This design comes from an exercise in tuning for small area, a short achievable clock period and few clock cycles per item on the open sky130 flow, not from production work.
Function was checked by simulation only, so behaviour that the tests miss may differ from the original.

==> flow/design.v, too long to show whole: its modules and the start of the top module <==
// module yuv2rgba_rows_r: 175 lines
// module yuv2rgba_acc_r: 156 lines
// module yuv2rgba_rows_g: 363 lines
// module yuv2rgba_acc_g: 144 lines
// module yuv2rgba_rows_b: 159 lines
// module yuv2rgba_acc_b: 154 lines
// module yuv2rgba_div: 40 lines
// module yuv2rgba_dtab: 43 lines
// module yuv2rgba: 123 lines
module yuv2rgba (
    input  wire        clk,
    input  wire        rst,
    input  wire        in_valid,
    output wire        in_ready,
    input  wire [31:0] in_y,
    input  wire [31:0] in_u,
    input  wire [31:0] in_v,
    input  wire [4:0]  in_depth_m1,
    output wire        out_valid,
    input  wire        out_ready,
    output wire [31:0] out_rgba
);
  // ...
==> flow/run.sh <==
#!/bin/bash
# synth_recipe.tcl (not shown) runs the flow's synth.tcl, then flattens the netlist and writes it again
# the make line also repeats each setting of config.mk as NAME=value (left out here)
make -C /OpenROAD-flow-scripts/flow DESIGN_CONFIG=/design/flow/config.mk WORK_HOME=/design/flow/orfs CLKGATE_MAP_FILE= SYNTH_SCRIPT=/design/flow/synth_recipe.tcl finish
==> flow/config.mk <==
export PLATFORM = sky130hd
export DESIGN_NAME = yuv2rgba
export DESIGN_NICKNAME = yuv2rgba
export VERILOG_FILES = /design/flow/design.v
export SDC_FILE = /design/flow/constraint.sdc
export NUM_CORES = 4
export LEC_CHECK = 0
export CAP_MARGIN = 20
export CORE_MARGIN = 2
export CORE_UTILIZATION = 40
export PLACE_DENSITY = 0.6
export SLEW_MARGIN = 20
==> flow/constraint.sdc <==
create_clock -name core_clock -period 16.0 [get_ports {clk}]
set_input_delay 3.2000 -clock core_clock [delete_from_list [all_inputs] [get_ports {clk}]]
set_output_delay 3.2000 -clock core_clock [all_outputs]
set_load 0.01 [all_outputs]
==> key figures, run 1 <==
Status
  • Run status: timing/DRC/antenna clean

Synth
  • Top cell type's share of synthesized area: 0.155
  • Simple-Gate Fraction of Synth Area: 0.124
  • Post-Synth XOR/XNOR Area: 0.0658
  • Syn Area/Cell: 8.76 sq um
  • Largest family of logic cells by synthesized area: adder cells
  • Syn nets: 8,187
  • Area contributors post-synth: ha_1 (16%), dfxtp_1 (15%), fa_1 (11%)
  • EDFF count, synth: ~140

Cells and area
  • Invs w/o clock: 861
  • Max reg flops: 53
  • Syn-to-layout area delta: 10.4%
  • Clkbuf count: 113
  • FFs & Latches: about 610
  • Final Util: 0.444
  • Finished Layout Cells: 9,126
  • Signal buffers: between 150 and 200
  • Area of the multi-input gates: approximately 43,000 sq um
  • Multi-input gate share of total cell area: 0.643
  • Clock network area share: 0.0427

Worst setup path
  • Worst reg2reg path startpoint: load$_SDFF_PP0_
  • Worst path depth: 14
  • Worst setup path end: out_bgr[8]$_DFFE_PP_
  • CP required: 16,410 ps
  • CP bufs+invs: 2
  • Critical R2R Capture: out_bgr[8]$_DFFE_PP_
  • Worst setup EP type: flop
  • Crit path DAT: 6580 ps

Job
  • MaxCap Viol Count: 0

STA
  • RSZ-0062 raised after global routing: no
  • Clock Skew: 56.2 ps

Clock network
  • Clock Latency Late Sink: 700 ps
  • CTS HTree Levels: 3
  • TritonCTS Sinks: 614
  • CTS Buf Count: 80

Route
  • Iter 0 DRT Violations: 3,842

GRT
  • Initial antenna violation count: 3
  • Vias in the first global route: 49,378
  • Met3 Use GR: 0.0257

Placed design
  • PortBufs: between 100 and 150
Testbench counts, summed over its fixed seeds: cycles 32,061, pixels 8,000.
==> module yuv2rgba_acc_r, before the edit <==
module yuv2rgba_acc_r (
    input  wire        clk,
    input  wire        first,
    input  wire [28:0] pa,
    input  wire [28:0] pb,
    output reg  [53:0] x
);
    wire [45:0] a = first ? 46'd0 : x[45:0];
    wire w1, w2, w3, w4, w5, w6, w7, w8, w9, w10, w11, w12, w13, w14, w15, w16, w17, w18, w19, w20, w21, w22, w23, w24, w25, w26, w27, w28, w29, w30, w31, w32, w33, w34, w35, w36, w37, w38, w39, w40, w41, w42, w43, w44, w45, w46, w47, w48, w49, w50, w51, w52, w53, w54, w55, w56, w57, w58, w59, w60, w61, w62, w63, w64, w65, w66, w67, w68, w69, w70, w71, w72, w73, w74, w75, w76, w77, w78, w79, w80, w81, w82, w83, w84, w85, w86, w87, w88, w89, w90, w91, w92, w93, w94, w95, w96, w97, w98, w99, w100, w101, w102, w103, w104, w105, w106, w107, w108, w109, w110, w111, w112, w113, w114, w115, w116, w117, w118, w119, w120, w121, w122, w123, w124, w125, w126, w127, w128, w129, w130, w131, w132, w133, w134, w135, w136, w137, w138, w139, w140, w141, w142;
    assign w1 = pa[9] ^ pb[9];
    assign w2 = pa[9] & pb[9];
    assign w3 = pa[10] ^ pb[10] ^ a[2];
    assign w4 = (pa[10] & pb[10]) | (a[2] & (pa[10] ^ pb[10]));
    assign w5 = pa[11] ^ pb[11];
    assign w6 = pa[11] & pb[11];
    assign w7 = pa[12] ^ pb[12];
    assign w8 = pa[12] & pb[12];
    assign w9 = pa[13] ^ pb[13] ^ a[5];
    assign w10 = (pa[13] & pb[13]) | (a[5] & (pa[13] ^ pb[13]));
    assign w11 = pa[14] ^ pb[14];
    assign w12 = pa[14] & pb[14];
    assign w13 = pa[15] ^ pb[15] ^ a[7];
    assign w14 = (pa[15] & pb[15]) | (a[7] & (pa[15] ^ pb[15]));
    assign w15 = pa[16] ^ pb[16] ^ a[8];
    assign w16 = (pa[16] & pb[16]) | (a[8] & (pa[16] ^ pb[16]));
    assign w17 = pa[17] ^ pb[17] ^ a[9];
    assign w18 = (pa[17] & pb[17]) | (a[9] & (pa[17] ^ pb[17]));
    assign w19 = pa[18] ^ pb[18];
    assign w20 = pa[18] & pb[18];
    assign w21 = pa[19] ^ pb[19];
    assign w22 = pa[19] & pb[19];
    assign w23 = pa[20] ^ pb[20] ^ a[12];
    assign w24 = (pa[20] & pb[20]) | (a[12] & (pa[20] ^ pb[20]));
    assign w25 = pa[21] ^ pb[21];
    assign w26 = pa[21] & pb[21];
    assign w27 = pa[22] ^ pb[22];
    assign w28 = pa[22] & pb[22];
    assign w29 = pa[23] ^ pb[23];
    assign w30 = pa[23] & pb[23];
    assign w31 = pa[24] ^ pb[24];
    assign w32 = pa[24] & pb[24];
    assign w33 = pa[25] ^ pb[25];
    assign w34 = pa[25] & pb[25];
    assign w35 = pa[26] ^ pb[26];
    assign w36 = pa[26] & pb[26];
    assign w37 = pa[27] ^ pb[27];
    assign w38 = pa[27] & pb[27];
    assign w39 = pa[28] ^ pb[28] ^ a[20];
    assign w40 = (pa[28] & pb[28]) | (a[20] & (pa[28] ^ pb[28]));
    assign w41 = pa[3] ^ pb[3];
    assign w42 = pa[3] & pb[3];
    assign w43 = pa[4] ^ pb[4] ^ 1'b1;
    assign w44 = (pa[4] & pb[4]) | (1'b1 & (pa[4] ^ pb[4]));
    assign w45 = pa[5] ^ pb[5];
    assign w46 = pa[5] & pb[5];
    assign w47 = pa[6] ^ pb[6];
    assign w48 = pa[6] & pb[6];
    assign w49 = pa[7] ^ pb[7] ^ 1'b1;
    assign w50 = (pa[7] & pb[7]) | (1'b1 & (pa[7] ^ pb[7]));
    assign w51 = pa[8] ^ pb[8] ^ a[0];
    assign w52 = (pa[8] & pb[8]) | (a[0] & (pa[8] ^ pb[8]));
    assign w53 = a[1] ^ 1'b1 ^ w1;
    assign w54 = (a[1] & 1'b1) | (w1 & (a[1] ^ 1'b1));
    assign w55 = 1'b1 ^ w2 ^ w3;
    assign w56 = (1'b1 & w2) | (w3 & (1'b1 ^ w2));
    assign w57 = a[3] ^ w4 ^ w5;
    assign w58 = (a[3] & w4) | (w5 & (a[3] ^ w4));
    assign w59 = a[4] ^ w6 ^ w7;
    assign w60 = (a[4] & w6) | (w7 & (a[4] ^ w6));
    assign w61 = 1'b1 ^ w8 ^ w9;
    assign w62 = (1'b1 & w8) | (w9 & (1'b1 ^ w8));
    assign w63 = a[6] ^ w10 ^ w11;
    assign w64 = (a[6] & w10) | (w11 & (a[6] ^ w10));
    assign w65 = 1'b1 ^ w12 ^ w13;
    assign w66 = (1'b1 & w12) | (w13 & (1'b1 ^ w12));
    assign w67 = 1'b1 ^ w14 ^ w15;
    assign w68 = (1'b1 & w14) | (w15 & (1'b1 ^ w14));
    assign w69 = 1'b1 ^ w16 ^ w17;
    assign w70 = (1'b1 & w16) | (w17 & (1'b1 ^ w16));
    assign w71 = a[10] ^ w18 ^ w19;
    assign w72 = (a[10] & w18) | (w19 & (a[10] ^ w18));
    assign w73 = a[11] ^ w20 ^ w21;
    assign w74 = (a[11] & w20) | (w21 & (a[11] ^ w20));
    assign w75 = 1'b1 ^ w22 ^ w23;
    assign w76 = (1'b1 & w22) | (w23 & (1'b1 ^ w22));
    assign w77 = a[13] ^ w24 ^ w25;
    assign w78 = (a[13] & w24) | (w25 & (a[13] ^ w24));
    assign w79 = a[14] ^ w26 ^ w27;
    assign w80 = (a[14] & w26) | (w27 & (a[14] ^ w26));
    assign w81 = a[15] ^ w28 ^ w29;
    assign w82 = (a[15] & w28) | (w29 & (a[15] ^ w28));
    assign w83 = a[16] ^ w30 ^ w31;
    assign w84 = (a[16] & w30) | (w31 & (a[16] ^ w30));
    assign w85 = a[17] ^ w32 ^ w33;
    assign w86 = (a[17] & w32) | (w33 & (a[17] ^ w32));
    assign w87 = a[18] ^ w34 ^ w35;
    assign w88 = (a[18] & w34) | (w35 & (a[18] ^ w34));
    assign w89 = a[19] ^ w36 ^ w37;
    assign w90 = (a[19] & w36) | (w37 & (a[19] ^ w36));
    assign w91 = 1'b1 ^ w38 ^ w39;
    assign w92 = (1'b1 & w38) | (w39 & (1'b1 ^ w38));
    assign w93 = a[21] ^ 1'b1 ^ w40;
    assign w94 = (a[21] & 1'b1) | (w40 & (a[21] ^ 1'b1));
    assign w95 = a[22] ^ 1'b1;
    assign w96 = a[22] & 1'b1;
    assign w97 = a[23] ^ 1'b1;
    assign w98 = a[23] & 1'b1;
    assign w99 = a[24] ^ 1'b1;
    assign w100 = a[24] & 1'b1;
    assign w101 = a[25] ^ 1'b1;
    assign w102 = a[25] & 1'b1;
    assign w103 = a[26] ^ 1'b1;
    assign w104 = a[26] & 1'b1;
    assign w105 = a[27] ^ 1'b1;
    assign w106 = a[27] & 1'b1;
    assign w107 = a[28] ^ 1'b1;
    assign w108 = a[28] & 1'b1;
    assign w109 = a[29] ^ 1'b1;
    assign w110 = a[29] & 1'b1;
    assign w111 = a[30] ^ 1'b1;
    assign w112 = a[30] & 1'b1;
    assign w113 = a[31] ^ 1'b1;
    assign w114 = a[31] & 1'b1;
    assign w115 = a[32] ^ 1'b1;
    assign w116 = a[32] & 1'b1;
    assign w117 = a[33] ^ 1'b1;
    assign w118 = a[33] & 1'b1;
    assign w119 = a[34] ^ 1'b1;
    assign w120 = a[34] & 1'b1;
    assign w121 = a[35] ^ 1'b1;
    assign w122 = a[35] & 1'b1;
    assign w123 = a[36] ^ 1'b1;
    assign w124 = a[36] & 1'b1;
    assign w125 = a[37] ^ 1'b1;
    assign w126 = a[37] & 1'b1;
    assign w127 = a[38] ^ 1'b1;
    assign w128 = a[38] & 1'b1;
    assign w129 = a[39] ^ 1'b1;
    assign w130 = a[39] & 1'b1;
    assign w131 = a[40] ^ 1'b1;
    assign w132 = a[40] & 1'b1;
    assign w133 = a[41] ^ 1'b1;
    assign w134 = a[41] & 1'b1;
    assign w135 = a[42] ^ 1'b1;
    assign w136 = a[42] & 1'b1;
    assign w137 = a[43] ^ 1'b1;
    assign w138 = a[43] & 1'b1;
    assign w139 = a[44] ^ 1'b1;
    assign w140 = a[44] & 1'b1;
    assign w141 = a[45] ^ 1'b1;
    assign w142 = a[45] & 1'b1;
    wire [53:0] sa = {w140, w138, w136, w134, w132, w130, w128, w126, w124, w122, w120, w118, w116, w114, w112, w110, w108, w106, w104, w102, w100, w98, w96, w94, w92, w90, w88, w86, w84, w82, w80, w78, w76, w74, w72, w70, w68, w66, w64, w62, w60, w58, w56, w54, w52, w50, w48, w46, w44, w42, 1'b1, pa[2], pa[1], pa[0]};
    wire [53:0] sb = {w141, w139, w137, w135, w133, w131, w129, w127, w125, w123, w121, w119, w117, w115, w113, w111, w109, w107, w105, w103, w101, w99, w97, w95, w93, w91, w89, w87, w85, w83, w81, w79, w77, w75, w73, w71, w69, w67, w65, w63, w61, w59, w57, w55, w53, w51, w49, w47, w45, w43, w41, 1'b0, 1'b0, 1'b0};
    always @(posedge clk)
        x <= sa + sb;
endmodule
==> module yuv2rgba_acc_g, before the edit <==
module yuv2rgba_acc_g (
    input  wire        clk,
    input  wire        first,
    input  wire [27:0] pa,
    input  wire [27:0] pb,
    output reg  [53:0] x
);
    wire [45:0] a = first ? 46'd0 : x[45:0];
    wire w1, w2, w3, w4, w5, w6, w7, w8, w9, w10, w11, w12, w13, w14, w15, w16, w17, w18, w19, w20, w21, w22, w23, w24, w25, w26, w27, w28, w29, w30, w31, w32, w33, w34, w35, w36, w37, w38, w39, w40, w41, w42, w43, w44, w45, w46, w47, w48, w49, w50, w51, w52, w53, w54, w55, w56, w57, w58, w59, w60, w61, w62, w63, w64, w65, w66, w67, w68, w69, w70, w71, w72, w73, w74, w75, w76, w77, w78, w79, w80, w81, w82, w83, w84, w85, w86, w87, w88, w89, w90, w91, w92, w93, w94, w95, w96, w97, w98, w99, w100, w101, w102, w103, w104, w105, w106, w107, w108, w109, w110, w111, w112, w113, w114, w115, w116, w117, w118, w119, w120, w121, w122, w123, w124, w125, w126, w127, w128, w129, w130;
    assign w1 = pa[9] ^ pb[9];
    assign w2 = pa[9] & pb[9];
    assign w3 = pa[10] ^ pb[10];
    assign w4 = pa[10] & pb[10];
    assign w5 = pa[11] ^ pb[11];
    assign w6 = pa[11] & pb[11];
    assign w7 = pa[12] ^ pb[12] ^ a[4];
    assign w8 = (pa[12] & pb[12]) | (a[4] & (pa[12] ^ pb[12]));
    assign w9 = pa[13] ^ pb[13];
    assign w10 = pa[13] & pb[13];
    assign w11 = pa[14] ^ pb[14] ^ a[6];
    assign w12 = (pa[14] & pb[14]) | (a[6] & (pa[14] ^ pb[14]));
    assign w13 = pa[15] ^ pb[15];
    assign w14 = pa[15] & pb[15];
    assign w15 = pa[16] ^ pb[16];
    assign w16 = pa[16] & pb[16];
    assign w17 = pa[17] ^ pb[17];
    assign w18 = pa[17] & pb[17];
    assign w19 = pa[18] ^ pb[18];
    assign w20 = pa[18] & pb[18];
    assign w21 = pa[19] ^ pb[19] ^ a[11];
    assign w22 = (pa[19] & pb[19]) | (a[11] & (pa[19] ^ pb[19]));
    assign w23 = pa[20] ^ pb[20] ^ a[12];
    assign w24 = (pa[20] & pb[20]) | (a[12] & (pa[20] ^ pb[20]));
    assign w25 = pa[21] ^ pb[21] ^ a[13];
    assign w26 = (pa[21] & pb[21]) | (a[13] & (pa[21] ^ pb[21]));
    assign w27 = pa[22] ^ pb[22];
    assign w28 = pa[22] & pb[22];
    assign w29 = pa[23] ^ pb[23] ^ a[15];
    assign w30 = (pa[23] & pb[23]) | (a[15] & (pa[23] ^ pb[23]));
    assign w31 = pa[24] ^ pb[24] ^ a[16];
    assign w32 = (pa[24] & pb[24]) | (a[16] & (pa[24] ^ pb[24]));
    assign w33 = pa[25] ^ pb[25] ^ a[17];
    assign w34 = (pa[25] & pb[25]) | (a[17] & (pa[25] ^ pb[25]));
    assign w35 = pa[26] ^ pb[26];
    assign w36 = pa[26] & pb[26];
    assign w37 = pa[27] ^ pb[27];
    assign w38 = pa[27] & pb[27];
    assign w39 = pa[8] ^ pb[8];
    assign w40 = pa[8] & pb[8];
    assign w41 = a[1] ^ 1'b1 ^ w1;
    assign w42 = (a[1] & 1'b1) | (w1 & (a[1] ^ 1'b1));
    assign w43 = a[2] ^ w2 ^ w3;
    assign w44 = (a[2] & w2) | (w3 & (a[2] ^ w2));
    assign w45 = a[3] ^ w4 ^ w5;
    assign w46 = (a[3] & w4) | (w5 & (a[3] ^ w4));
    assign w47 = 1'b1 ^ w6 ^ w7;
    assign w48 = (1'b1 & w6) | (w7 & (1'b1 ^ w6));
    assign w49 = a[5] ^ w8 ^ w9;
    assign w50 = (a[5] & w8) | (w9 & (a[5] ^ w8));
    assign w51 = 1'b1 ^ w10 ^ w11;
    assign w52 = (1'b1 & w10) | (w11 & (1'b1 ^ w10));
    assign w53 = a[7] ^ w12 ^ w13;
    assign w54 = (a[7] & w12) | (w13 & (a[7] ^ w12));
    assign w55 = a[8] ^ w14 ^ w15;
    assign w56 = (a[8] & w14) | (w15 & (a[8] ^ w14));
    assign w57 = a[9] ^ w16 ^ w17;
    assign w58 = (a[9] & w16) | (w17 & (a[9] ^ w16));
    assign w59 = a[10] ^ w18 ^ w19;
    assign w60 = (a[10] & w18) | (w19 & (a[10] ^ w18));
    assign w61 = 1'b1 ^ w20 ^ w21;
    assign w62 = (1'b1 & w20) | (w21 & (1'b1 ^ w20));
    assign w63 = 1'b1 ^ w22 ^ w23;
    assign w64 = (1'b1 & w22) | (w23 & (1'b1 ^ w22));
    assign w65 = 1'b1 ^ w24 ^ w25;
    assign w66 = (1'b1 & w24) | (w25 & (1'b1 ^ w24));
    assign w67 = a[14] ^ w26 ^ w27;
    assign w68 = (a[14] & w26) | (w27 & (a[14] ^ w26));
    assign w69 = 1'b1 ^ w28 ^ w29;
    assign w70 = (1'b1 & w28) | (w29 & (1'b1 ^ w28));
    assign w71 = 1'b1 ^ w30 ^ w31;
    assign w72 = (1'b1 & w30) | (w31 & (1'b1 ^ w30));
    assign w73 = 1'b1 ^ w32 ^ w33;
    assign w74 = (1'b1 & w32) | (w33 & (1'b1 ^ w32));
    assign w75 = a[18] ^ w34 ^ w35;
    assign w76 = (a[18] & w34) | (w35 & (a[18] ^ w34));
    assign w77 = a[19] ^ w36 ^ w37;
    assign w78 = (a[19] & w36) | (w37 & (a[19] ^ w36));
    assign w79 = a[20] ^ 1'b1 ^ w38;
    assign w80 = (a[20] & 1'b1) | (w38 & (a[20] ^ 1'b1));
    assign w81 = a[21] ^ 1'b1;
    assign w82 = a[21] & 1'b1;
    assign w83 = a[22] ^ 1'b1;
    assign w84 = a[22] & 1'b1;
    assign w85 = a[23] ^ 1'b1;
    assign w86 = a[23] & 1'b1;
    assign w87 = a[24] ^ 1'b1;
    assign w88 = a[24] & 1'b1;
    assign w89 = a[25] ^ 1'b1;
    assign w90 = a[25] & 1'b1;
    assign w91 = a[26] ^ 1'b1;
    assign w92 = a[26] & 1'b1;
    assign w93 = a[27] ^ 1'b1;
    assign w94 = a[27] & 1'b1;
    assign w95 = a[28] ^ 1'b1;
    assign w96 = a[28] & 1'b1;
    assign w97 = a[29] ^ 1'b1;
    assign w98 = a[29] & 1'b1;
    assign w99 = a[30] ^ 1'b1;
    assign w100 = a[30] & 1'b1;
    assign w101 = a[31] ^ 1'b1;
    assign w102 = a[31] & 1'b1;
    assign w103 = a[32] ^ 1'b1;
    assign w104 = a[32] & 1'b1;
    assign w105 = a[33] ^ 1'b1;
    assign w106 = a[33] & 1'b1;
    assign w107 = a[34] ^ 1'b1;
    assign w108 = a[34] & 1'b1;
    assign w109 = a[35] ^ 1'b1;
    assign w110 = a[35] & 1'b1;
    assign w111 = a[36] ^ 1'b1;
    assign w112 = a[36] & 1'b1;
    assign w113 = a[37] ^ 1'b1;
    assign w114 = a[37] & 1'b1;
    assign w115 = a[38] ^ 1'b1;
    assign w116 = a[38] & 1'b1;
    assign w117 = a[39] ^ 1'b1;
    assign w118 = a[39] & 1'b1;
    assign w119 = a[40] ^ 1'b1;
    assign w120 = a[40] & 1'b1;
    assign w121 = a[41] ^ 1'b1;
    assign w122 = a[41] & 1'b1;
    assign w123 = a[42] ^ 1'b1;
    assign w124 = a[42] & 1'b1;
    assign w125 = a[43] ^ 1'b1;
    assign w126 = a[43] & 1'b1;
    assign w127 = a[44] ^ 1'b1;
    assign w128 = a[44] & 1'b1;
    assign w129 = a[45] ^ 1'b1;
    assign w130 = a[45] & 1'b1;
    wire [53:0] sa = {w128, w126, w124, w122, w120, w118, w116, w114, w112, w110, w108, w106, w104, w102, w100, w98, w96, w94, w92, w90, w88, w86, w84, w82, w80, w78, w76, w74, w72, w70, w68, w66, w64, w62, w60, w58, w56, w54, w52, w50, w48, w46, w44, w42, w40, a[0], pa[7], pa[6], pa[5], pa[4], pa[3], pa[2], pa[1], pa[0]};
    wire [53:0] sb = {w129, w127, w125, w123, w121, w119, w117, w115, w113, w111, w109, w107, w105, w103, w101, w99, w97, w95, w93, w91, w89, w87, w85, w83, w81, w79, w77, w75, w73, w71, w69, w67, w65, w63, w61, w59, w57, w55, w53, w51, w49, w47, w45, w43, w41, w39, pb[7], pb[6], pb[5], pb[4], pb[3], pb[2], 1'b1, 1'b0};
    always @(posedge clk)
        x <= sa + sb;
endmodule
==> module yuv2rgba_acc_b, before the edit <==
module yuv2rgba_acc_b (
    input  wire        clk,
    input  wire        first,
    input  wire [28:0] pa,
    input  wire [27:0] pb,
    output reg  [53:0] x
);
    wire [45:0] a = first ? 46'd0 : x[45:0];
    wire w1, w2, w3, w4, w5, w6, w7, w8, w9, w10, w11, w12, w13, w14, w15, w16, w17, w18, w19, w20, w21, w22, w23, w24, w25, w26, w27, w28, w29, w30, w31, w32, w33, w34, w35, w36, w37, w38, w39, w40, w41, w42, w43, w44, w45, w46, w47, w48, w49, w50, w51, w52, w53, w54, w55, w56, w57, w58, w59, w60, w61, w62, w63, w64, w65, w66, w67, w68, w69, w70, w71, w72, w73, w74, w75, w76, w77, w78, w79, w80, w81, w82, w83, w84, w85, w86, w87, w88, w89, w90, w91, w92, w93, w94, w95, w96, w97, w98, w99, w100, w101, w102, w103, w104, w105, w106, w107, w108, w109, w110, w111, w112, w113, w114, w115, w116, w117, w118, w119, w120, w121, w122, w123, w124, w125, w126, w127, w128, w129, w130, w131, w132, w133, w134, w135, w136, w137, w138, w139, w140;
    assign w1 = pa[8] ^ pb[8];
    assign w2 = pa[8] & pb[8];
    assign w3 = pa[9] ^ pb[9];
    assign w4 = pa[9] & pb[9];
    assign w5 = pa[10] ^ pb[10];
    assign w6 = pa[10] & pb[10];
    assign w7 = pa[11] ^ pb[11];
    assign w8 = pa[11] & pb[11];
    assign w9 = pa[12] ^ pb[12];
    assign w10 = pa[12] & pb[12];
    assign w11 = pa[13] ^ pb[13] ^ a[5];
    assign w12 = (pa[13] & pb[13]) | (a[5] & (pa[13] ^ pb[13]));
    assign w13 = pa[14] ^ pb[14];
    assign w14 = pa[14] & pb[14];
    assign w15 = pa[15] ^ pb[15];
    assign w16 = pa[15] & pb[15];
    assign w17 = pa[16] ^ pb[16] ^ a[8];
    assign w18 = (pa[16] & pb[16]) | (a[8] & (pa[16] ^ pb[16]));
    assign w19 = pa[17] ^ pb[17] ^ a[9];
    assign w20 = (pa[17] & pb[17]) | (a[9] & (pa[17] ^ pb[17]));
    assign w21 = pa[18] ^ pb[18];
    assign w22 = pa[18] & pb[18];
    assign w23 = pa[19] ^ pb[19];
    assign w24 = pa[19] & pb[19];
    assign w25 = pa[20] ^ pb[20];
    assign w26 = pa[20] & pb[20];
    assign w27 = pa[21] ^ pb[21] ^ a[13];
    assign w28 = (pa[21] & pb[21]) | (a[13] & (pa[21] ^ pb[21]));
    assign w29 = pa[22] ^ pb[22] ^ a[14];
    assign w30 = (pa[22] & pb[22]) | (a[14] & (pa[22] ^ pb[22]));
    assign w31 = pa[23] ^ pb[23];
    assign w32 = pa[23] & pb[23];
    assign w33 = pa[24] ^ pb[24];
    assign w34 = pa[24] & pb[24];
    assign w35 = pa[25] ^ pb[25];
    assign w36 = pa[25] & pb[25];
    assign w37 = pa[26] ^ pb[26] ^ a[18];
    assign w38 = (pa[26] & pb[26]) | (a[18] & (pa[26] ^ pb[26]));
    assign w39 = pa[27] ^ pb[27];
    assign w40 = pa[27] & pb[27];
    assign w41 = pa[28] ^ a[20];
    assign w42 = pa[28] & a[20];
    assign w43 = pa[5] ^ pb[5];
    assign w44 = pa[5] & pb[5];
    assign w45 = pa[6] ^ pb[6];
    assign w46 = pa[6] & pb[6];
    assign w47 = pa[7] ^ pb[7];
    assign w48 = pa[7] & pb[7];
    assign w49 = a[0] ^ 1'b1 ^ w1;
    assign w50 = (a[0] & 1'b1) | (w1 & (a[0] ^ 1'b1));
    assign w51 = a[1] ^ w2 ^ w3;
    assign w52 = (a[1] & w2) | (w3 & (a[1] ^ w2));
    assign w53 = a[2] ^ w4 ^ w5;
    assign w54 = (a[2] & w4) | (w5 & (a[2] ^ w4));
    assign w55 = a[3] ^ w6 ^ w7;
    assign w56 = (a[3] & w6) | (w7 & (a[3] ^ w6));
    assign w57 = a[4] ^ w8 ^ w9;
    assign w58 = (a[4] & w8) | (w9 & (a[4] ^ w8));
    assign w59 = 1'b1 ^ w10 ^ w11;
    assign w60 = (1'b1 & w10) | (w11 & (1'b1 ^ w10));
    assign w61 = a[6] ^ w12 ^ w13;
    assign w62 = (a[6] & w12) | (w13 & (a[6] ^ w12));
    assign w63 = a[7] ^ w14 ^ w15;
    assign w64 = (a[7] & w14) | (w15 & (a[7] ^ w14));
    assign w65 = 1'b1 ^ w16 ^ w17;
    assign w66 = (1'b1 & w16) | (w17 & (1'b1 ^ w16));
    assign w67 = 1'b1 ^ w18 ^ w19;
    assign w68 = (1'b1 & w18) | (w19 & (1'b1 ^ w18));
    assign w69 = a[10] ^ w20 ^ w21;
    assign w70 = (a[10] & w20) | (w21 & (a[10] ^ w20));
    assign w71 = a[11] ^ w22 ^ w23;
    assign w72 = (a[11] & w22) | (w23 & (a[11] ^ w22));
    assign w73 = a[12] ^ w24 ^ w25;
    assign w74 = (a[12] & w24) | (w25 & (a[12] ^ w24));
    assign w75 = 1'b1 ^ w26 ^ w27;
    assign w76 = (1'b1 & w26) | (w27 & (1'b1 ^ w26));
    assign w77 = 1'b1 ^ w28 ^ w29;
    assign w78 = (1'b1 & w28) | (w29 & (1'b1 ^ w28));
    assign w79 = a[15] ^ w30 ^ w31;
    assign w80 = (a[15] & w30) | (w31 & (a[15] ^ w30));
    assign w81 = a[16] ^ w32 ^ w33;
    assign w82 = (a[16] & w32) | (w33 & (a[16] ^ w32));
    assign w83 = a[17] ^ w34 ^ w35;
    assign w84 = (a[17] & w34) | (w35 & (a[17] ^ w34));
    assign w85 = 1'b1 ^ w36 ^ w37;
    assign w86 = (1'b1 & w36) | (w37 & (1'b1 ^ w36));
    assign w87 = a[19] ^ w38 ^ w39;
    assign w88 = (a[19] & w38) | (w39 & (a[19] ^ w38));
    assign w89 = 1'b1 ^ w40 ^ w41;
    assign w90 = (1'b1 & w40) | (w41 & (1'b1 ^ w40));
    assign w91 = a[21] ^ 1'b1 ^ w42;
    assign w92 = (a[21] & 1'b1) | (w42 & (a[21] ^ 1'b1));
    assign w93 = a[22] ^ 1'b1;
    assign w94 = a[22] & 1'b1;
    assign w95 = a[23] ^ 1'b1;
    assign w96 = a[23] & 1'b1;
    assign w97 = a[24] ^ 1'b1;
    assign w98 = a[24] & 1'b1;
    assign w99 = a[25] ^ 1'b1;
    assign w100 = a[25] & 1'b1;
    assign w101 = a[26] ^ 1'b1;
    assign w102 = a[26] & 1'b1;
    assign w103 = a[27] ^ 1'b1;
    assign w104 = a[27] & 1'b1;
    assign w105 = a[28] ^ 1'b1;
    assign w106 = a[28] & 1'b1;
    assign w107 = a[29] ^ 1'b1;
    assign w108 = a[29] & 1'b1;
    assign w109 = a[30] ^ 1'b1;
    assign w110 = a[30] & 1'b1;
    assign w111 = a[31] ^ 1'b1;
    assign w112 = a[31] & 1'b1;
    assign w113 = a[32] ^ 1'b1;
    assign w114 = a[32] & 1'b1;
    assign w115 = a[33] ^ 1'b1;
    assign w116 = a[33] & 1'b1;
    assign w117 = a[34] ^ 1'b1;
    assign w118 = a[34] & 1'b1;
    assign w119 = a[35] ^ 1'b1;
    assign w120 = a[35] & 1'b1;
    assign w121 = a[36] ^ 1'b1;
    assign w122 = a[36] & 1'b1;
    assign w123 = a[37] ^ 1'b1;
    assign w124 = a[37] & 1'b1;
    assign w125 = a[38] ^ 1'b1;
    assign w126 = a[38] & 1'b1;
    assign w127 = a[39] ^ 1'b1;
    assign w128 = a[39] & 1'b1;
    assign w129 = a[40] ^ 1'b1;
    assign w130 = a[40] & 1'b1;
    assign w131 = a[41] ^ 1'b1;
    assign w132 = a[41] & 1'b1;
    assign w133 = a[42] ^ 1'b1;
    assign w134 = a[42] & 1'b1;
    assign w135 = a[43] ^ 1'b1;
    assign w136 = a[43] & 1'b1;
    assign w137 = a[44] ^ 1'b1;
    assign w138 = a[44] & 1'b1;
    assign w139 = a[45] ^ 1'b1;
    assign w140 = a[45] & 1'b1;
    wire [53:0] sa = {w138, w136, w134, w132, w130, w128, w126, w124, w122, w120, w118, w116, w114, w112, w110, w108, w106, w104, w102, w100, w98, w96, w94, w92, w90, w88, w86, w84, w82, w80, w78, w76, w74, w72, w70, w68, w66, w64, w62, w60, w58, w56, w54, w52, w50, w48, w46, w44, 1'b1, pa[4], pa[3], pa[2], pa[1], pa[0]};
    wire [53:0] sb = {w139, w137, w135, w133, w131, w129, w127, w125, w123, w121, w119, w117, w115, w113, w111, w109, w107, w105, w103, w101, w99, w97, w95, w93, w91, w89, w87, w85, w83, w81, w79, w77, w75, w73, w71, w69, w67, w65, w63, w61, w59, w57, w55, w53, w51, w49, w47, w45, w43, pb[4], 1'b0, 1'b1, 1'b0, 1'b0};
    always @(posedge clk)
        x <= sa + sb;
endmodule
==> module yuv2rgba_div, before the edit <==
module yuv2rgba_div (
    input  wire        clk,
    input  wire        load,      
    input  wire        step,      
    input  wire [53:0] x,         
    input  wire [38:0] dq,        
    input  wire [40:0] dq3,       
    output wire [7:0]  value,     
    output wire [7:0]  value_nx   
);
    reg        sat_lo;            
    reg        sat_hi;            
    reg [38:0] rem;               
    reg [7:0]  xq;                
    wire [41:0] hi  = x[53:12];
    wire        neg = x[53];
    wire        big = (hi[41:39] != 3'd0) | (hi[38:0] >= dq);
    wire [38:0] r0  = load ? hi[38:0] : rem;
    wire [7:0]  b0  = load ? x[11:4]  : xq;
    wire [40:0] t   = {r0, b0[7:6]};
    wire [41:0] e1  = {1'b0, t} - {3'b0, dq};
    wire [41:0] e2  = {1'b0, t} - {2'b0, dq, 1'b0};
    wire [41:0] e3  = {1'b0, t} - {1'b0, dq3};
    wire        g1  = ~e1[41];
    wire        g2  = ~e2[41];
    wire        g3  = ~e3[41];
    wire [38:0] rn  = g3 ? e3[38:0] : (g2 ? e2[38:0] : (g1 ? e1[38:0] : t[38:0]));
    always @(posedge clk) begin
        rem <= rn;
        if (load) begin
            sat_lo <= neg;
            sat_hi <= ~neg & big;
        end
        if (load | step)
            xq <= xq_nx;
    end
    wire [7:0] xq_nx = {b0[5:0], g2, g3 | (g1 & ~g2)};
    assign value    = sat_lo ? 8'd0 : (sat_hi ? 8'd255 : xq);
    assign value_nx = sat_lo ? 8'd0 : (sat_hi ? 8'd255 : xq_nx);
endmodule
==> module yuv2rgba, before the edit <==
module yuv2rgba (
    input  wire        clk,
    input  wire        rst,
    input  wire        in_valid,
    output wire        in_ready,
    input  wire [31:0] in_y,
    input  wire [31:0] in_u,
    input  wire [31:0] in_v,
    input  wire [4:0]  in_depth_m1,
    output wire        out_valid,
    input  wire        out_ready,
    output wire [31:0] out_rgba
);
    reg [1:0] ph;           
    reg       st;           
    reg [1:0] cnt;          
    reg       acc_v;        
    reg       bact;         
    reg       bdone;        
    reg       ov;           
    reg [4:0] dm_a;
    reg [2:0] a_b, out_a;   
    reg [23:0] out_bgr;
    wire accept  = in_valid & in_ready & ~rst;
    wire deliver = ov & out_ready & ~rst;
    reg  first;             
    reg  load;              
    reg  last;              
    wire put_nx  = last & ~ov;      
    wire put_old = bdone & ~ov;     
    assign in_ready = (ph == 2'd3) & st & ~cnt[1];
    wire [1:0] bi = ~ph;    
    reg  [7:0] yb, ub, vb, mnb;
    integer j;
    always @(posedge clk) begin
        yb <= in_y[bi*8 +: 8];
        ub <= in_u[bi*8 +: 8];
        vb <= in_v[bi*8 +: 8];
        for (j = 0; j < 8; j = j + 1)
            mnb[j] <= ({bi, 3'd0} | j[2:0]) > in_depth_m1;    
    end
    wire [28:0] par, pab;
    wire [27:0] pag;
    wire [28:0] pbr;
    wire [27:0] pbg, pbb;
    yuv2rgba_rows_r u_rows_r (.clk(clk), .y(yb), .u(ub), .v(vb), .mn(mnb), .pa(par), .pb(pbr));
    yuv2rgba_rows_g u_rows_g (.clk(clk), .y(yb), .u(ub), .v(vb), .mn(mnb), .pa(pag), .pb(pbg));
    yuv2rgba_rows_b u_rows_b (.clk(clk), .y(yb), .u(ub), .v(vb), .mn(mnb), .pa(pab), .pb(pbb));
    wire [53:0] xr, xg, xb;
    yuv2rgba_acc_r u_acc_r (.clk(clk), .first(first), .pa(par), .pb(pbr), .x(xr));
    yuv2rgba_acc_g u_acc_g (.clk(clk), .first(first), .pa(pag), .pb(pbg), .x(xg));
    yuv2rgba_acc_b u_acc_b (.clk(clk), .first(first), .pa(pab), .pb(pbb), .x(xb));
    wire [38:0] dq_a;
    wire [40:0] dq3_a;
    reg  [38:0] dq;         
    reg  [40:0] dq3;        
    yuv2rgba_dtab u_dtab (.dm(dm_a), .dq(dq_a), .dq3(dq3_a));
    wire [7:0] r8, g8, b8, r8n, g8n, b8n;
    yuv2rgba_div u_div_r (.clk(clk), .load(load), .step(bact), .x(xr), .dq(dq), .dq3(dq3), .value(r8), .value_nx(r8n));
    yuv2rgba_div u_div_g (.clk(clk), .load(load), .step(bact), .x(xg), .dq(dq), .dq3(dq3), .value(g8), .value_nx(g8n));
    yuv2rgba_div u_div_b (.clk(clk), .load(load), .step(bact), .x(xb), .dq(dq), .dq3(dq3), .value(b8), .value_nx(b8n));
    always @(posedge clk) begin
        if (rst) begin
            ph    <= 2'd0;
            first <= 1'b0;
            load  <= 1'b0;
            last  <= 1'b0;
            st    <= 1'b0;
            cnt   <= 2'd0;
            acc_v <= 1'b0;
            bact  <= 1'b0;
            bdone <= 1'b0;
            ov    <= 1'b0;
        end else begin
            ph    <= ph + 2'd1;
            first <= (ph == 2'd1);
            load  <= (ph == 2'd1) & acc_v;
            last  <= (ph == 2'd0) & bact;
            if (ph == 2'd0)
                st <= in_valid;
            cnt <= cnt + {1'b0, accept} - {1'b0, deliver};
            if (accept)
                acc_v <= 1'b1;
            else if (load)
                acc_v <= 1'b0;
            if (load)
                bact <= 1'b1;
            else if (last)
                bact <= 1'b0;
            if (last & ov)
                bdone <= 1'b1;
            else if (put_old)
                bdone <= 1'b0;
            if (put_nx | put_old)
                ov <= 1'b1;
            else if (deliver)
                ov <= 1'b0;
        end
    end
    always @(posedge clk) begin
        if (accept)
            dm_a <= in_depth_m1;
        if (acc_v & (ph == 2'd1)) begin    
            dq  <= dq_a;
            dq3 <= dq3_a;
        end
        if (load)
            a_b <= (dm_a[4:3] != 2'd0) ? 3'd7 : dm_a[2:0];
        if (put_nx | put_old) begin
            out_bgr <= put_nx ? {b8n, g8n, r8n} : {b8, g8, r8};
            out_a   <= a_b;
        end
    end
    wire [7:0] alpha;
    genvar k;
    generate
        for (k = 0; k < 8; k = k + 1) begin : g_alpha
            assign alpha[k] = (out_a >= k);
        end
    endgenerate
    assign out_valid = ov;
    assign out_rgba  = {alpha, out_bgr};
endmodule
==> run 2, diff against run 1 <==
--- a/flow/design.v
+++ b/flow/design.v
@@ -175,12 +175,13 @@
 endmodule
 module yuv2rgba_acc_r (
     input  wire        clk,
-    input  wire        first,
+    input  wire        clr,
     input  wire [28:0] pa,
     input  wire [28:0] pb,
-    output reg  [53:0] x
+    output wire [53:0] xn
 );
-    wire [45:0] a = first ? 46'd0 : x[45:0];
+    reg  [53:0] x;
+    wire [45:0] a = x[45:0];
     wire w1, w2, w3, w4, w5, w6, w7, w8, w9, w10, w11, w12, w13, w14, w15, w16, w17, w18, w19, w20, w21, w22, w23, w24, w25, w26, w27, w28, w29, w30, w31, w32, w33, w34, w35, w36, w37, w38, w39, w40, w41, w42, w43, w44, w45, w46, w47, w48, w49, w50, w51, w52, w53, w54, w55, w56, w57, w58, w59, w60, w61, w62, w63, w64, w65, w66, w67, w68, w69, w70, w71, w72, w73, w74, w75, w76, w77, w78, w79, w80, w81, w82, w83, w84, w85, w86, w87, w88, w89, w90, w91, w92, w93, w94, w95, w96, w97, w98, w99, w100, w101, w102, w103, w104, w105, w106, w107, w108, w109, w110, w111, w112, w113, w114, w115, w116, w117, w118, w119, w120, w121, w122, w123, w124, w125, w126, w127, w128, w129, w130, w131, w132, w133, w134, w135, w136, w137, w138, w139, w140, w141, w142;
     assign w1 = pa[9] ^ pb[9];
     assign w2 = pa[9] & pb[9];
@@ -326,8 +327,9 @@
     assign w142 = a[45] & 1'b1;
     wire [53:0] sa = {w140, w138, w136, w134, w132, w130, w128, w126, w124, w122, w120, w118, w116, w114, w112, w110, w108, w106, w104, w102, w100, w98, w96, w94, w92, w90, w88, w86, w84, w82, w80, w78, w76, w74, w72, w70, w68, w66, w64, w62, w60, w58, w56, w54, w52, w50, w48, w46, w44, w42, 1'b1, pa[2], pa[1], pa[0]};
     wire [53:0] sb = {w141, w139, w137, w135, w133, w131, w129, w127, w125, w123, w121, w119, w117, w115, w113, w111, w109, w107, w105, w103, w101, w99, w97, w95, w93, w91, w89, w87, w85, w83, w81, w79, w77, w75, w73, w71, w69, w67, w65, w63, w61, w59, w57, w55, w53, w51, w49, w47, w45, w43, w41, 1'b0, 1'b0, 1'b0};
+    assign xn = sa + sb;
     always @(posedge clk)
-        x <= sa + sb;
+        x <= clr ? 54'd0 : xn;
 endmodule
 module yuv2rgba_rows_g (
     input  wire        clk,
@@ -694,12 +696,13 @@
 endmodule
 module yuv2rgba_acc_g (
     input  wire        clk,
-    input  wire        first,
+    input  wire        clr,
     input  wire [27:0] pa,
     input  wire [27:0] pb,
-    output reg  [53:0] x
+    output wire [53:0] xn
 );
-    wire [45:0] a = first ? 46'd0 : x[45:0];
+    reg  [53:0] x;
+    wire [45:0] a = x[45:0];
     wire w1, w2, w3, w4, w5, w6, w7, w8, w9, w10, w11, w12, w13, w14, w15, w16, w17, w18, w19, w20, w21, w22, w23, w24, w25, w26, w27, w28, w29, w30, w31, w32, w33, w34, w35, w36, w37, w38, w39, w40, w41, w42, w43, w44, w45, w46, w47, w48, w49, w50, w51, w52, w53, w54, w55, w56, w57, w58, w59, w60, w61, w62, w63, w64, w65, w66, w67, w68, w69, w70, w71, w72, w73, w74, w75, w76, w77, w78, w79, w80, w81, w82, w83, w84, w85, w86, w87, w88, w89, w90, w91, w92, w93, w94, w95, w96, w97, w98, w99, w100, w101, w102, w103, w104, w105, w106, w107, w108, w109, w110, w111, w112, w113, w114, w115, w116, w117, w118, w119, w120, w121, w122, w123, w124, w125, w126, w127, w128, w129, w130;
     assign w1 = pa[9] ^ pb[9];
     assign w2 = pa[9] & pb[9];
@@ -833,8 +836,9 @@
     assign w130 = a[45] & 1'b1;
     wire [53:0] sa = {w128, w126, w124, w122, w120, w118, w116, w114, w112, w110, w108, w106, w104, w102, w100, w98, w96, w94, w92, w90, w88, w86, w84, w82, w80, w78, w76, w74, w72, w70, w68, w66, w64, w62, w60, w58, w56, w54, w52, w50, w48, w46, w44, w42, w40, a[0], pa[7], pa[6], pa[5], pa[4], pa[3], pa[2], pa[1], pa[0]};
     wire [53:0] sb = {w129, w127, w125, w123, w121, w119, w117, w115, w113, w111, w109, w107, w105, w103, w101, w99, w97, w95, w93, w91, w89, w87, w85, w83, w81, w79, w77, w75, w73, w71, w69, w67, w65, w63, w61, w59, w57, w55, w53, w51, w49, w47, w45, w43, w41, w39, pb[7], pb[6], pb[5], pb[4], pb[3], pb[2], 1'b1, 1'b0};
+    assign xn = sa + sb;
     always @(posedge clk)
-        x <= sa + sb;
+        x <= clr ? 54'd0 : xn;
 endmodule
 module yuv2rgba_rows_b (
     input  wire        clk,
@@ -997,12 +1001,13 @@
 endmodule
 module yuv2rgba_acc_b (
     input  wire        clk,
-    input  wire        first,
+    input  wire        clr,
     input  wire [28:0] pa,
     input  wire [27:0] pb,
-    output reg  [53:0] x
+    output wire [53:0] xn
 );
-    wire [45:0] a = first ? 46'd0 : x[45:0];
+    reg  [53:0] x;
+    wire [45:0] a = x[45:0];
     wire w1, w2, w3, w4, w5, w6, w7, w8, w9, w10, w11, w12, w13, w14, w15, w16, w17, w18, w19, w20, w21, w22, w23, w24, w25, w26, w27, w28, w29, w30, w31, w32, w33, w34, w35, w36, w37, w38, w39, w40, w41, w42, w43, w44, w45, w46, w47, w48, w49, w50, w51, w52, w53, w54, w55, w56, w57, w58, w59, w60, w61, w62, w63, w64, w65, w66, w67, w68, w69, w70, w71, w72, w73, w74, w75, w76, w77, w78, w79, w80, w81, w82, w83, w84, w85, w86, w87, w88, w89, w90, w91, w92, w93, w94, w95, w96, w97, w98, w99, w100, w101, w102, w103, w104, w105, w106, w107, w108, w109, w110, w111, w112, w113, w114, w115, w116, w117, w118, w119, w120, w121, w122, w123, w124, w125, w126, w127, w128, w129, w130, w131, w132, w133, w134, w135, w136, w137, w138, w139, w140;
     assign w1 = pa[8] ^ pb[8];
     assign w2 = pa[8] & pb[8];
@@ -1146,29 +1151,28 @@
     assign w140 = a[45] & 1'b1;
     wire [53:0] sa = {w138, w136, w134, w132, w130, w128, w126, w124, w122, w120, w118, w116, w114, w112, w110, w108, w106, w104, w102, w100, w98, w96, w94, w92, w90, w88, w86, w84, w82, w80, w78, w76, w74, w72, w70, w68, w66, w64, w62, w60, w58, w56, w54, w52, w50, w48, w46, w44, 1'b1, pa[4], pa[3], pa[2], pa[1], pa[0]};
     wire [53:0] sb = {w139, w137, w135, w133, w131, w129, w127, w125, w123, w121, w119, w117, w115, w113, w111, w109, w107, w105, w103, w101, w99, w97, w95, w93, w91, w89, w87, w85, w83, w81, w79, w77, w75, w73, w71, w69, w67, w65, w63, w61, w59, w57, w55, w53, w51, w49, w47, w45, w43, pb[4], 1'b0, 1'b1, 1'b0, 1'b0};
+    assign xn = sa + sb;
     always @(posedge clk)
-        x <= sa + sb;
+        x <= clr ? 54'd0 : xn;
 endmodule
 module yuv2rgba_div (
     input  wire        clk,
-    input  wire        load,      
+    input  wire        ldr,       
+    input  wire        ld,        
+    input  wire        fs,        
     input  wire        step,      
-    input  wire [53:0] x,         
+    input  wire [53:0] xn,        
     input  wire [38:0] dq,        
     input  wire [40:0] dq3,       
     output wire [7:0]  value,     
     output wire [7:0]  value_nx   
 );
-    reg        sat_lo;            
+    reg        neg;               
+    reg        hb;                
     reg        sat_hi;            
     reg [38:0] rem;               
     reg [7:0]  xq;                
-    wire [41:0] hi  = x[53:12];
-    wire        neg = x[53];
-    wire        big = (hi[41:39] != 3'd0) | (hi[38:0] >= dq);
-    wire [38:0] r0  = load ? hi[38:0] : rem;
-    wire [7:0]  b0  = load ? x[11:4]  : xq;
-    wire [40:0] t   = {r0, b0[7:6]};
+    wire [40:0] t   = {rem, xq[7:6]};
     wire [41:0] e1  = {1'b0, t} - {3'b0, dq};
     wire [41:0] e2  = {1'b0, t} - {2'b0, dq, 1'b0};
     wire [41:0] e3  = {1'b0, t} - {1'b0, dq3};
@@ -1176,18 +1180,22 @@
     wire        g2  = ~e2[41];
     wire        g3  = ~e3[41];
     wire [38:0] rn  = g3 ? e3[38:0] : (g2 ? e2[38:0] : (g1 ? e1[38:0] : t[38:0]));
+    wire [7:0] xq_nx = {xq[5:0], g2, g3 | (g1 & ~g2)};
     always @(posedge clk) begin
-        rem <= rn;
-        if (load) begin
-            sat_lo <= neg;
-            sat_hi <= ~neg & big;
+        rem <= ldr ? xn[50:12] : rn;
+        if (ld) begin
+            neg <= xn[53];
+            hb  <= xn[53:51] != 3'd0;
         end
-        if (load | step)
+        if (fs)
+            sat_hi <= ~neg & (hb | (rem >= dq));
+        if (ld)
+            xq <= xn[11:4];
+        else if (step)
             xq <= xq_nx;
     end
-    wire [7:0] xq_nx = {b0[5:0], g2, g3 | (g1 & ~g2)};
-    assign value    = sat_lo ? 8'd0 : (sat_hi ? 8'd255 : xq);
-    assign value_nx = sat_lo ? 8'd0 : (sat_hi ? 8'd255 : xq_nx);
+    assign value    = neg ? 8'd0 : (sat_hi ? 8'd255 : xq);
+    assign value_nx = neg ? 8'd0 : (sat_hi ? 8'd255 : xq_nx);
 endmodule
 module yuv2rgba_dtab (
     input  wire [4:0]  dm,
@@ -1249,7 +1257,11 @@
     reg       st;           
     reg [1:0] cnt;          
     reg       acc_v;        
+    reg       clr;          
+    reg       ld;           
+    reg       fs;           
     reg       bact;         
+    reg       last;         
     reg       bdone;        
     reg       ov;           
     reg [4:0] dm_a;
@@ -1257,9 +1269,6 @@
     reg [23:0] out_bgr;
     wire accept  = in_valid & in_ready & ~rst;
     wire deliver = ov & out_ready & ~rst;
-    reg  first;             
-    reg  load;              
-    reg  last;              
     wire put_nx  = last & ~ov;      
     wire put_old = bdone & ~ov;     
     assign in_ready = (ph == 2'd3) & st & ~cnt[1];
@@ -1281,23 +1290,24 @@
     yuv2rgba_rows_g u_rows_g (.clk(clk), .y(yb), .u(ub), .v(vb), .mn(mnb), .pa(pag), .pb(pbg));
     yuv2rgba_rows_b u_rows_b (.clk(clk), .y(yb), .u(ub), .v(vb), .mn(mnb), .pa(pab), .pb(pbb));
     wire [53:0] xr, xg, xb;
-    yuv2rgba_acc_r u_acc_r (.clk(clk), .first(first), .pa(par), .pb(pbr), .x(xr));
-    yuv2rgba_acc_g u_acc_g (.clk(clk), .first(first), .pa(pag), .pb(pbg), .x(xg));
-    yuv2rgba_acc_b u_acc_b (.clk(clk), .first(first), .pa(pab), .pb(pbb), .x(xb));
+    yuv2rgba_acc_r u_acc_r (.clk(clk), .clr(clr), .pa(par), .pb(pbr), .xn(xr));
+    yuv2rgba_acc_g u_acc_g (.clk(clk), .clr(clr), .pa(pag), .pb(pbg), .xn(xg));
+    yuv2rgba_acc_b u_acc_b (.clk(clk), .clr(clr), .pa(pab), .pb(pbb), .xn(xb));
     wire [38:0] dq_a;
     wire [40:0] dq3_a;
     reg  [38:0] dq;         
     reg  [40:0] dq3;        
     yuv2rgba_dtab u_dtab (.dm(dm_a), .dq(dq_a), .dq3(dq3_a));
     wire [7:0] r8, g8, b8, r8n, g8n, b8n;
-    yuv2rgba_div u_div_r (.clk(clk), .load(load), .step(bact), .x(xr), .dq(dq), .dq3(dq3), .value(r8), .value_nx(r8n));
-    yuv2rgba_div u_div_g (.clk(clk), .load(load), .step(bact), .x(xg), .dq(dq), .dq3(dq3), .value(g8), .value_nx(g8n));
-    yuv2rgba_div u_div_b (.clk(clk), .load(load), .step(bact), .x(xb), .dq(dq), .dq3(dq3), .value(b8), .value_nx(b8n));
+    yuv2rgba_div u_div_r (.clk(clk), .ldr(clr), .ld(ld), .fs(fs), .step(bact), .xn(xr), .dq(dq), .dq3(dq3), .value(r8), .value_nx(r8n));
+    yuv2rgba_div u_div_g (.clk(clk), .ldr(clr), .ld(ld), .fs(fs), .step(bact), .xn(xg), .dq(dq), .dq3(dq3), .value(g8), .value_nx(g8n));
+    yuv2rgba_div u_div_b (.clk(clk), .ldr(clr), .ld(ld), .fs(fs), .step(bact), .xn(xb), .dq(dq), .dq3(dq3), .value(b8), .value_nx(b8n));
     always @(posedge clk) begin
         if (rst) begin
             ph    <= 2'd0;
-            first <= 1'b0;
-            load  <= 1'b0;
+            clr   <= 1'b0;
+            ld    <= 1'b0;
+            fs    <= 1'b0;
             last  <= 1'b0;
             st    <= 1'b0;
             cnt   <= 2'd0;
@@ -1307,17 +1317,18 @@
             ov    <= 1'b0;
         end else begin
             ph    <= ph + 2'd1;
-            first <= (ph == 2'd1);
-            load  <= (ph == 2'd1) & acc_v;
+            clr   <= (ph == 2'd0);
+            ld    <= (ph == 2'd0) & acc_v;
+            fs    <= ld;
             last  <= (ph == 2'd0) & bact;
             if (ph == 2'd0)
                 st <= in_valid;
             cnt <= cnt + {1'b0, accept} - {1'b0, deliver};
             if (accept)
                 acc_v <= 1'b1;
-            else if (load)
+            else if (ld)
                 acc_v <= 1'b0;
-            if (load)
+            if (ld)
                 bact <= 1'b1;
             else if (last)
                 bact <= 1'b0;
@@ -1338,7 +1349,7 @@
             dq  <= dq_a;
             dq3 <= dq3_a;
         end
-        if (load)
+        if (ld)
             a_b <= (dm_a[4:3] != 2'd0) ? 3'd7 : dm_a[2:0];
         if (put_nx | put_old) begin
             out_bgr <= put_nx ? {b8n, g8n, r8n} : {b8, g8, r8};
==> flow/flow/run.sh (new file) <==
#!/bin/bash
# The standard layout, with timing repair aiming for 11 ns of setup slack
# at the design's clock period (the constraints are unchanged).
set -euo pipefail
export SETUP_SLACK_MARGIN=11
bash standard.sh > standard_make.log 2>&1
==> flow/standard.sh (new file) <==
#!/bin/bash
# synth_recipe.tcl (not shown) runs the flow's synth.tcl, then flattens the netlist and writes it again
# the make line also repeats each setting of config.mk as NAME=value (left out here)
make -C /OpenROAD-flow-scripts/flow DESIGN_CONFIG=/design/flow/config.mk WORK_HOME=/design/flow/orfs CLKGATE_MAP_FILE= SYNTH_SCRIPT=/design/flow/synth_recipe.tcl "${@:-finish}"
removed: flow/run.sh
==> run 2 against run 1 <==
Still clean. Synthesized area down 0.22%. Global-route usage grew 1.2 points. Worst setup slack improved by 1200 ps. Count of clock-buffer cells in the layout is 12 lower. Die area fell by 0.21%. Non-clock buffer count up 13. Flip-flop and latch count is 20 lower. Final area decreased by 0.70%. Critical path type is now flop to output pin. Largest cell class unchanged. Highest routed layer is now met5.
==> key figures, run 2 <==
Status
  • Run status: timing/DRC/antenna clean

Worst setup path
  • Flop2flop setup slack: 11,240 ps
  • Worst setup startpoint: out_a[2]$_DFFE_PP_
  • FF-to-FF path depth: 16
  • Worst reg2reg path startpoint: u_rows_b.pa[13]$_DFF_P_
  • Worst setup EP type: output pin
  • Crit path DAT: 1750 ps (-4830 ps)
  • Startpoint types: flop
  • CP required: 12,800 ps (-3610 ps)
  • Setup CP Type: flop to output pin
  • Critical R2R Capture: u_div_b.hb$_DFFE_PP_
  • CP max FO: 4

STA
  • Total negative setup slack: 0 ps
  • Slew Limit Headroom: 0.275
  • Final critical-path share of the clock period: 0.309
  • Worst hold margin: 418 ps
  • Final hold vios: 0
  • Final worst path period need: roughly 5000 ps
  • Final WS setup: 11,050 ps
  • Measured slew at the worst slew-check pin: 1090 ps
  • RSZ-0062 raised after global routing: yes
  • Clock Skew: 50.4 ps (-5.81 ps)
  • Endpoints failing setup: 0
  • Highest clock rate: between 200 and 250 MHz
  • Final Slew Violations: 0

Route
  • Drt pass-1 iters: 7
  • Vias after detailed routing: 52,068
  • Post-Route WL: roughly 190,000 um
  • Vias per cell: 5.65
  • Residual DRC count: 0
  • Routed Antenna Nets: 0
  • WL/cell: 21.0 um
  • Iter 0 DRT Violations: 4,760 (+24%)

Min path
  • Hold Startpoint: a_b[0]$_SDFFCE_PP1P_
  • HP Class: flop to flop
  • WHS Path Cells: 0
  • Worst hold path endpoint: out_a[0]$_DFFE_PP_

GRT
  • Vias in the first global route: 50,380 (+2.0%)
  • GRT Resource Usage Total: 0.243
  • Initial antenna violation count: 2 (-1)
  • Total congestion overflow: 0
  • First-pass GRT wire length: 296,000 um
  • Pin count of the biggest net entering global routing: ~110

Synth
  • Most used DFF post-synth: dfxtp_1
  • Syn Std Cell Area: slightly above 60,000 sq um
  • Syn Area/Cell: 8.61 sq um (-1.7%)
  • Sequential-to-total area share from yosys stat: 0.219
  • Count leader, synth: inv_1
  • Area contributors post-synth: ha_1 (15%), dfxtp_1 (15%), fa_1 (11%)
  • Top cell type's share of synthesized area: 0.155 (-0.000278)
  • Post-synthesis cell type count: 125
  • Top cells by count, synth: inv_1 (810), ha_1 (755), a21oi_1 (683)
  • EDFF count, synth: 144 (+2.1%)
  • Post-synthesis cell count: 7,084
  • Synth Warn #: 9
  • Synth Register Bits: 594
  • Async S/R FF share, synth: 0
  • Syn nets: 8,289 (+1.2%)
  • Leading area contributor after synthesis: ha_1

Clock network
  • Clock Latency Late Sink: 730 ps (+30 ps)
  • CTS root buffer: clkbuf_16
  • Hold-fix buffers, CTS: 0
  • CTS tree: done
  • CTS Buf Count: 75 (-6.3%)
  • CTS HTree Levels: 3 (unchanged)
  • CTS Buffer Depth: 3
  • TritonCTS Sinks: 594 (-3.3%)
  • Clock transition at path regs: around 60 ps

Floorplan
  • Starting Density: 0.402
  • Die Width: about 390 um
  • Rows: 143
  • Die height: 394 um
  • Core footprint: 152,000 sq um
  • Die ar.: ~160,000 sq um
  • # IOs: 139

Cells and area
  • Post-route cell area: 67,000 sq um
  • Biggest regs: u_acc_g.x (45), u_acc_r.x (45), u_acc_b.x (43)
  • Leading cell type in the layout, fill and taps excluded: inv_1
  • Finished Layout Cells: 9,208 (+0.90%)
  • Share of layout cells above drive strength 1: 0.0475
  • Most frequent cells in the layout: inv_1 (809), ha_1 (754), a21oi_1 (683)
  • Final Util: 0.441 (-0.00257)
  • Layout fillers: 15,103
  • Syn-to-layout area delta: 9.83%
  • Layout Nets: about 8,300
  • Antenna Cells: 0

Placed design
  • DP Cell Count: 9,065
  • Pre-CTS WS: 10,740 ps
  • Detail Placement HPWL: 157,000 um
  • Gpl congestion: 0.952
  • PortBufs: 137 (unchanged)
  • Dpl cell area: approximately 64,000 sq um

Job
  • MaxCap Viol Count: 0 (unchanged)
## run 2: changes by cell type after synthesis, sizes merged, moves of 15 or more
cell    before  now
inv        859  810
dfxtp      473  450
a211oi      86  125
and2        42   86
nand2      450  504
buf         46   72
mux2       162   25
nor2       325  431
nor3        68  100
a21o       298  271
nand2b     210   60
nand3       99  114
a21oi      597  686
a22oi        6   21
## run 2: final cells by class
| type | instances | area [sq um] | share of cell area |
|---|---|---|---|
| sequential | 594 | 13300 | 0.199 |
| clock inverter | 38 | 549 | 0.00820 |
| timing repair buffer | 192 | 1800 | 0.0268 |
| tap | 2030 | 2540 | 0.0379 |
| multi-input combinational | 5443 | 43600 | 0.651 |
| clock buffer | 101 | 2120 | 0.0317 |
| inverter | 810 | 3040 | 0.0454 |
## run 2: worst max path at each step
stage | endpoint | slack [ps] | cells after the start
2_1_floorplan | mnb[5]$_DFF_P_ | 11700 | 6
3_3_place_gp | in_ready | 10730 | 4
3_5_place_dp | in_ready | 10740 | 4
4_1_cts | out_rgba[26] | 10930 | 3
5_1_grt | out_rgba[28] | 10980 | 2
6_report | out_rgba[28] | 11050 | 2
## run 2: per-layer routing
metal | vias to the layer above | wire [um] | track usage
met3 | 408 | 12000 | 0.0361
met2 | 1871 | 85400 | 0.384
met1 | 24614 | 87700 | 0.331
met4 | 2 | 8530 | 0.0980
met5 | - | 13 | 0
li1 | 25173 | - | -
## run 2: cells by family (layout without fill, tap and decap cells)
family,Yosys count,after routing,share of synthesized area
AO/OA/AOI/OAI,2143,2143,0.229
AND/OR/NAND/NOR,1639,1639,0.128
adder cells (fa/ha/maj),1100,1100,0.268
buffers and inverters,1047,1141,0.0679
flip-flops,594,594,0.219
XOR/XNOR,457,457,0.0656
multiplexers,103,103,0.0223
other,1,1,0.0000615
## run 2: worst max-delay path: stages, from the launching register on
cell and delay, ps:
edfxtp_1 400, buf_4 160, clkdlybuf4s50_1 470
## run 2: repair_timing
action | 4_1_cts | 5_1_grt
endpoints found under the setup margin | 14 | 6
gates resized for setup | 18 | 6
setup buffers | 4 | 0
pin swaps | 0 | 1
Testbench counts of run 2, summed over its fixed seeds: cycles 32,061, pixels 8,000.
==> run 3, diff against run 2 <==
==> flow/run.sh (new file) <==
#!/bin/bash
# synth_recipe.tcl (not shown) runs the flow's synth.tcl, then flattens the netlist and writes it again
# the make line also repeats each setting of config.mk as NAME=value (left out here)
make -C /OpenROAD-flow-scripts/flow DESIGN_CONFIG=/design/flow/config.mk WORK_HOME=/design/flow/orfs CLKGATE_MAP_FILE= SYNTH_SCRIPT=/design/flow/synth_recipe.tcl finish
removed: flow/flow/run.sh
removed: flow/standard.sh
==> run 3 against run 2 <==
Core utilization about the same. Critical path depth increased by 2. Flip-flop and latch count unchanged. Maximum frequency decreased by 16%. Worst hold slack got worse by 0.52 ps. Via count decreased by 0.18%. Sequential share of layout area about the same. Still clean.
==> key figures, run 3 <==
Synth
  • Synth Register Bits: 594 (unchanged)
  • Leading area contributor after synthesis: ha_1
  • Most used DFF post-synth: dfxtp_1
  • Synth Area in Compound Gates: 0.229 (unchanged)
  • Top cells by count, synth: inv_1 (810), ha_1 (755), a21oi_1 (683)
  • Simple-Gate Fraction of Synth Area: 0.128 (unchanged)
  • Count leader, synth: inv_1
  • Synth Warn #: 9 (unchanged)
  • Post-synthesis cell type count: 125 (unchanged)
  • Syn Std Cell Area: 61,000 sq um (unchanged)
  • Largest family of logic cells by synthesized area: adder cells
  • Post-synthesis cell count: 7,084 (unchanged)
  • Mux cell area share after synthesis: 0.0223 (unchanged)
  • Area contributors post-synth: ha_1 (15%), dfxtp_1 (15%), fa_1 (11%)
  • Synth Area in Adders: 0.268 (unchanged)
  • Syn Area/Cell: 8.61 sq um (unchanged)

Route
  • Drt pass-1 iters: 8 (+1)
  • Iter 0 DRT Violations: 4,642 (-2.5%)
  • Post-Route WL: 193,000 um (-0.12%)
  • Routed Antenna Nets: 0 (unchanged)
  • Vias after detailed routing: 51,974 (-0.18%)
  • Vias per cell: 5.65 (-0.15%)

Floorplan
  • Die Width: 394 um (unchanged)
  • Starting Density: 0.402 (unchanged)
  • Core footprint: 152,000 sq um (unchanged)
  • Rows: 143 (unchanged)

GRT
  • GR Util met2: 0.384 (about the same)
  • Initial antenna violation count: 1 (-1)
  • Vias in the first global route: 50,339 (-0.081%)
  • Gr busiest metal: met2

Worst setup path
  • Flop2flop setup slack: 11,120 ps (-120 ps)
  • Setup CP Type: flop to output pin
  • Worst setup startpoint: ph[0]$_SDFF_PP0_
  • Critical R2R Capture: u_rows_b.pb[13]$_DFF_P_
  • Worst reg2reg path startpoint: mnb[1]$_DFF_P_
  • FF-to-FF path depth: 15 (-1)
  • Startpoint types: flop
  • CP required: 12,800 ps (about the same)
  • CP max FO: 29 (+25)
  • Crit path DAT: 2720 ps (+970 ps)

Min path
  • HP Class: flop to flop
  • WHS Path Cells: 0 (unchanged)

Cells and area
  • Most frequent cells in the layout: inv_1 (809), ha_1 (755), a21oi_1 (683)
  • Syn-to-layout area delta: 9.77% (about the same)
  • Finished Layout Cells: 9,205 (-0.033%)
  • Biggest regs: u_acc_g.x (45), u_acc_r.x (45), u_acc_b.x (43)
  • Leading cell type in the layout, fill and taps excluded: inv_1

Clock network
  • CTS root buffer: clkbuf_16
  • Clock transition at path regs: 60 ps (about the same)
  • CTS tree: done
  • Hold-fix buffers, CTS: 0 (unchanged)
  • CTS Buffer Depth: 3 (unchanged)
  • CTS Buf Count: 75 (unchanged)
  • Post-CTS Setup Bufs: 0 (-4)

Job
  • MaxCap Viol Count: 0 (unchanged)

Placed design
  • DP Cell Count: 9,065 (unchanged)
  • Gpl congestion: 0.952 (unchanged)

Status
  • Run status: timing/DRC/antenna clean

STA
  • Final worst path period need: 5920 ps (+966 ps)
  • Final hold vios: 0 (unchanged)
  • Final Slew Violations: 0 (unchanged)
  • Clock Skew: 47.7 ps (-2.73 ps)
  • RSZ-0062 raised after global routing: no
## run 3: cell counts after synthesis
Identical to the previous run, type by type.
## run 3: how the worst min path moves through the flow
stage / startpoint / end / slack, ps
6_report: a_b[0]$_SDFFCE_PP1P_ / out_a[0]$_DFFE_PP_ / 420
5_1_grt: a_b[0]$_SDFFCE_PP1P_ / out_a[0]$_DFFE_PP_ / 420
4_1_cts: a_b[0]$_SDFFCE_PP1P_ / out_a[0]$_DFFE_PP_ / 420
3_5_place_dp: a_b[0]$_SDFFCE_PP1P_ / out_a[0]$_DFFE_PP_ / 400
3_3_place_gp: a_b[0]$_SDFFCE_PP1P_ / out_a[0]$_DFFE_PP_ / 410
2_1_floorplan: a_b[0]$_SDFFCE_PP1P_ / out_a[0]$_DFFE_PP_ / 400
## run 3: area by class of cell
cell class / count / area [sq um]
Antenna cell: 1 / 2.50
Multi-Input combinational cell: 5443 / 43600
Clock buffer: 101 / 2120
Inverter: 810 / 3040
Sequential cell: 594 / 13300
Tap cell: 2030 / 2540
Fill cell: 15109 / 84800
Timing Repair Buffer: 188 / 1770
Clock inverter: 38 / 549
## run 3: per-layer routing
| layer | routed length, um | share of wire | vias up |
|---|---|---|---|
| met2 | 85100 | 0.44 | 1846 |
| met3 | 12100 | 0.063 | 403 |
| met4 | 8480 | 0.044 | 2 |
| met5 | 13 | 0.000067 | - |
| li1 | - | - | 25172 |
| met1 | 87700 | 0.45 | 24551 |
## run 3: per-stage QoR
stage,util,cell area (sq um),hold WS (ps),setup WS [ps]
floorplan,-,61000,400,11700
global placement,0.424,64300,406,10730
detailed placement,0.424,64300,405,10740
CTS,0.441,66900,420,9960
global route,0.441,66900,422,9890
finish,0.441,66900,417,10080
## run 3: kinds of logic (layout without fill, tap and decap cells)
group / count (synthesis) / count (layout)
buffers and inverters: 1047 / 1137
XOR/XNOR: 457 / 457
AO/OA/AOI/OAI: 2143 / 2143
other: 1 / 2
flip-flops: 594 / 594
multiplexers: 103 / 103
adder cells (fa/ha/maj): 1100 / 1100
AND/OR/NAND/NOR: 1639 / 1639
## run 3: worst max-delay path: stages (launching register included)
cell and delay, ps:
dfxtp_2 930, ha_1 340, nand2_1 70, nor2_1 120, clkdlybuf4s50_1 550

what the ideal ports hide:
Ports are ideal in the flow. The routed layouts listed here were re-timed in OpenROAD.
Step 1, drivers: a clkbuf_16 drives clk and a buf_2 each remaining input, both assumed.
Step 2 also shifts input and output timing later by t, the mid clock arrival at the registers, as if the neighbouring blocks saw the same clock.
a / b / c = ideal / step 1 / step 2; a / b = the first two.
run	t (ns)	setup slack, ns	worst hold slack (ns)	slew at the worst register clock pin (ns)
run 1	0.762	9.836 / 9.836 / 9.836	0.335 / 0.335 / 0.335	0.07 / 0.07
run 2	0.778	11.048 / 10.977 / 10.864	0.418 / 0.418 / 0.418	0.07 / 0.07
run 3	0.776	10.082 / 10.011 / 10.787	0.417 / 0.417 / 0.417	0.07 / 0.07
After both steps every run listed still meets setup and hold. For run 2, which loses most, drivers alone change the setup slack by -0.071 ns; drivers and shift together by -0.184 ns.
